Source: an optimization exercise on an open RTL-to-GDS flow (aim: small area, a short achievable clock period and few clock cycles). Production flows keep margins and buffers that such runs may drop. The RTL was checked by simulation tests, not by an equivalence proof against the original design. Power figures rest on the tool's default switching activity, not on a simulated workload.

Setup of v6:
// pwm_codec
module pwm_codec (
    input  wire        clk,
    input  wire        rst,           
    input  wire        cmd_valid,
    output wire        cmd_ready,
    input  wire [31:0] cmd,
    input  wire [63:0] op_a,
    input  wire [63:0] op_b,
    input  wire [63:0] op_c,
    output reg         rsp_valid,
    output reg  [3:0]  rsp_status,
    output reg  [63:0] rsp_r0,
    output wire [63:0] rsp_r1
);
Size in the first run: about 360 I/O pins.
clock: 10.0 ns
lec_check: 0
cap_margin: 30
core_margin: 2
core_utilization: 40
setup_slack_margin: 5
slew_margin: 30
tns_end_percent: 5
standard.sh (not shown) runs the stock make flow with config.mk's settings and CLKGATE_MAP_FILE= SYNTH_SCRIPT=/design/flow/synth_recipe.tcl, a recipe that flattens the netlist after the stock synthesis.
==> flow/flow/run.sh <==
#!/bin/bash
# The standard layout (standard.sh, all steps to finish), except that the
# buffers buffer_ports puts on every input and output port are buf_1 cells.
set -e
export BUFFER_PORTS_ARGS="-buffer_cell sky130_fd_sc_hd__buf_1"
bash standard.sh > standard.log 2>&1
v6: all stages complete, timing, DRC and antenna checks passed
Testbench counts of v6, summed over its fixed seeds: cycles 78,842.
diff inputs: v6 => v7
==> flow/run.sh (new file) <==
#!/bin/bash
# synth_recipe.tcl (not shown) runs the flow's synth.tcl, then flattens the netlist and writes it again
# the make line also repeats each setting of config.mk as NAME=value (left out here)
make -C /OpenROAD-flow-scripts/flow DESIGN_CONFIG=/design/flow/config.mk WORK_HOME=/design/flow/orfs CLKGATE_MAP_FILE= SYNTH_SCRIPT=/design/flow/synth_recipe.tcl finish
diff --git a/flow/config.mk b/flow/config.mk
--- a/flow/config.mk
+++ b/flow/config.mk
@@ -13 +12,0 @@
-export TNS_END_PERCENT = 5
removed: flow/flow/run.sh
removed: flow/standard.sh
### Flow results
Summary of v7 over v6: first-pass detailed-route iteration total down 2, post-route total power shows an increase of 1.7%, worst clock skew on the final layout went down by 7.8 ps, sequential share of layout area -1.5 points.
Minimum clock period in v7 vs v6: up 190 ps
Relative to v6, buffer and inverter count on the worst path decreased by 4 in v7.
The critical path endpoint comes out neg in one run and y[5] in the other, namely in v7 and v6 respectively.
In the metrics for v7 and v6, the one carrying the higher met3 wire length is v6.

========
job 101:
Starting RTL as in the previous note.
clock: 10.0 ns
lec_check: 0
cap_margin: 30
core_margin: 2
core_utilization: 40
setup_slack_margin: 5
slew_margin: 30
tns_end_percent: 5
run.sh (not shown) runs the stock make flow with config.mk's settings and CLKGATE_MAP_FILE= SYNTH_SCRIPT=/design/flow/synth_recipe.tcl, a recipe that flattens the netlist after the stock synthesis.
Stock flow here: none of the scripts above is used.
Testbench counts of job 101, summed over its fixed seeds: cycles 78,842.
Input-level comparison between job 102 and job 101:
Settings: putting CTS_BUF_LIST at sky130_fd_sc_hd__clkbuf_4 sky130_fd_sc_hd__clkbuf_8 where nothing was set; clearing TNS_END_PERCENT, which used to be 5.
==> flow/flow/run.sh (new file) <==
#!/bin/bash
# The standard layout (standard.sh, all steps to finish), except that the
# buffers buffer_ports puts on every input and output port are buf_1 cells.
set -e
export BUFFER_PORTS_ARGS="-buffer_cell sky130_fd_sc_hd__buf_1"
bash standard.sh > standard.log 2>&1
==> flow/standard.sh (new file) <==
#!/bin/bash
# synth_recipe.tcl (not shown) runs the flow's synth.tcl, then flattens the netlist and writes it again
# the make line also repeats each setting of config.mk as NAME=value (left out here)
make -C /OpenROAD-flow-scripts/flow DESIGN_CONFIG=/design/flow/config.mk WORK_HOME=/design/flow/orfs CLKGATE_MAP_FILE= SYNTH_SCRIPT=/design/flow/synth_recipe.tcl "${@:-finish}"
removed: flow/run.sh
==> comparison <==
Job 102: no failed stages, no open violations at the end. Comparing layout buffer count excluding clock buffers for job 102 and job 101, the bigger number came from job 102. Min later-pin clock latency in the skew report across job 102 and job 101: job 101. On job 102: ratio of cells with drive above 1 in the final layout is 1.1 points higher than what job 101 gave. Power: job 102 draws less than job 101. As far as clock-pin slew on the worst setup and hold paths is concerned, job 102 and job 101 perform about the same. Job 101 has a lower initial antenna violation count than job 102. Between job 102 and job 101, it is job 102 whose total wire length is lower, by about 1.8%. Sort job 102 and job 101 by hold slack, ascending, and job 101 comes first. Against job 101, job 102 comes in 1.7 points higher on sequential share of layout area.
For job 103, these inputs were changed with respect to job 102:
Settings: CTS_BUF_LIST removed (was sky130_fd_sc_hd__clkbuf_4 sky130_fd_sc_hd__clkbuf_8).
==> run notes <==
- On wire length on met2: job 103 sits above job 102.
- Reported for job 103 and job 102, share of synthesized flip-flops with an asynchronous set or reset turned out identical to the last digit.
- Worst setup margin deteriorates in job 103 relative to job 102.
- Net switching power: job 102 vs job 103, no meaningful difference
- Of job 103 and job 102, it is job 103 that has the higher final-layout clock-cell area share.
- Any difference in design area between job 102 and job 103 is small enough to ignore.
- From job 102 to job 103 the numbers moved as follows: wire length reported by the detailed router held steady, slew at the pin closest to its max-slew limit now sits higher, share of the clock period used by the worst path went up 0.68 points.
- Between job 103 and job 102, DRC violation total after the first TritonRoute iteration is higher for job 103, job 102 comes in under that.
- Of job 103 and job 102, the higher antenna diode count belongs to job 102.

========
job 3094:
pwm_codec, a different RTL version from the one above (not shown whole).
For scale: about 3400 cells after synthesis, about 360 I/O pins, roughly 0.027 mm² of cells after synthesis.
make LEC_CHECK=0 ABC_CLOCK_PERIOD_IN_PS=2500 CAP_MARGIN=20 CORE_MARGIN=2 CORE_UTILIZATION=40 SETUP_SLACK_MARGIN=5 SLEW_MARGIN=20 finish   # period 10.0 ns
Stock flow here: none of the scripts above is used.
Job 3094 reached the final stage; the timing, DRC and antenna checks on its layout passed.
Testbench counts of job 3094, summed over its fixed seeds: cycles 106,544.
Inputs modified between job 3094 and job 2378:
Settings: SETUP_SLACK_MARGIN: 5 -> unset; ABC_CLOCK_PERIOD_IN_PS: 2500 -> unset.
### Flow results
Re top fanout value on the critical path: job 3094 was lower than job 2378.
Compared with job 3094, in job 2378 sequential share of cell area increased by 0.34 points relative to the old numbers; setup slack decreased by 1.85 ns relative to the old numbers; maximum vdd ir drop increased by 27 µV relative to the old numbers; total number of tap cells closely matched the old numbers.
Compared with job 3094, job 2378 shows a clock-buffer cell count that is about 9% lower.
On logic depth of the worst register-to-register path, the lower figure sits with job 2378, not job 3094.
Looking at final cell count, job 2378 sits about 0.6% lower than job 3094 does.
Looking at total track usage across job 2378 and job 3094, the one that comes out higher is job 3094.
Job 2378 vs. job 3094: ratio of final minimum period to clock period higher; logic gate share of total power down 1.3 points.

afterwards: timing with drivers on the ports:
The flow's constraints put no driver on any port. The routed layouts listed below were extracted and timed again, unchanged, in two steps.
Step 1, drivers: a clkbuf_16 drives clk and a buf_2 each remaining input, both assumed.
Step 2 moves the port delays by t, midway between the first and last clock arrival at a register: inputs arrive t later, outputs are due t later. That takes back most of the time a late clock gives input paths.
a / b / c = ideal / step 1 / step 2; a / b = the first two.
| run | shift t [ns] | setup slack, ns | worst setup path at the end | clock arrival spread, ns |
|---|---|---|---|---|
| v6 | 0.650 | 5.099 / 5.076 / 4.426 | input to register | 0.036 / 0.036 |
| v7 | 0.653 | 4.905 / 4.905 / 4.331 | input to register | 0.028 / 0.029 |
| job 101 | 0.648 | 5.133 / 5.133 / 4.612 | input to register | 0.055 / 0.054 |
| job 102 | 0.742 | 5.077 / 5.085 / 4.355 | input to register | 0.039 / 0.039 |
| job 103 | 0.641 | 5.008 / 5.008 / 4.590 | input to register | 0.017 / 0.017 |
| job 3094 | 0.626 | 5.115 / 5.115 / 5.115 | register to register | 0.028 / 0.028 |
| job 2378 | 0.624 | 3.262 / 3.262 / 3.262 | register to register | 0.025 / 0.024 |
After both steps every run listed still meets setup and hold. The setup slack of job 102, which loses most, moves by +0.008 ns with the drivers and by -0.722 ns with both steps.
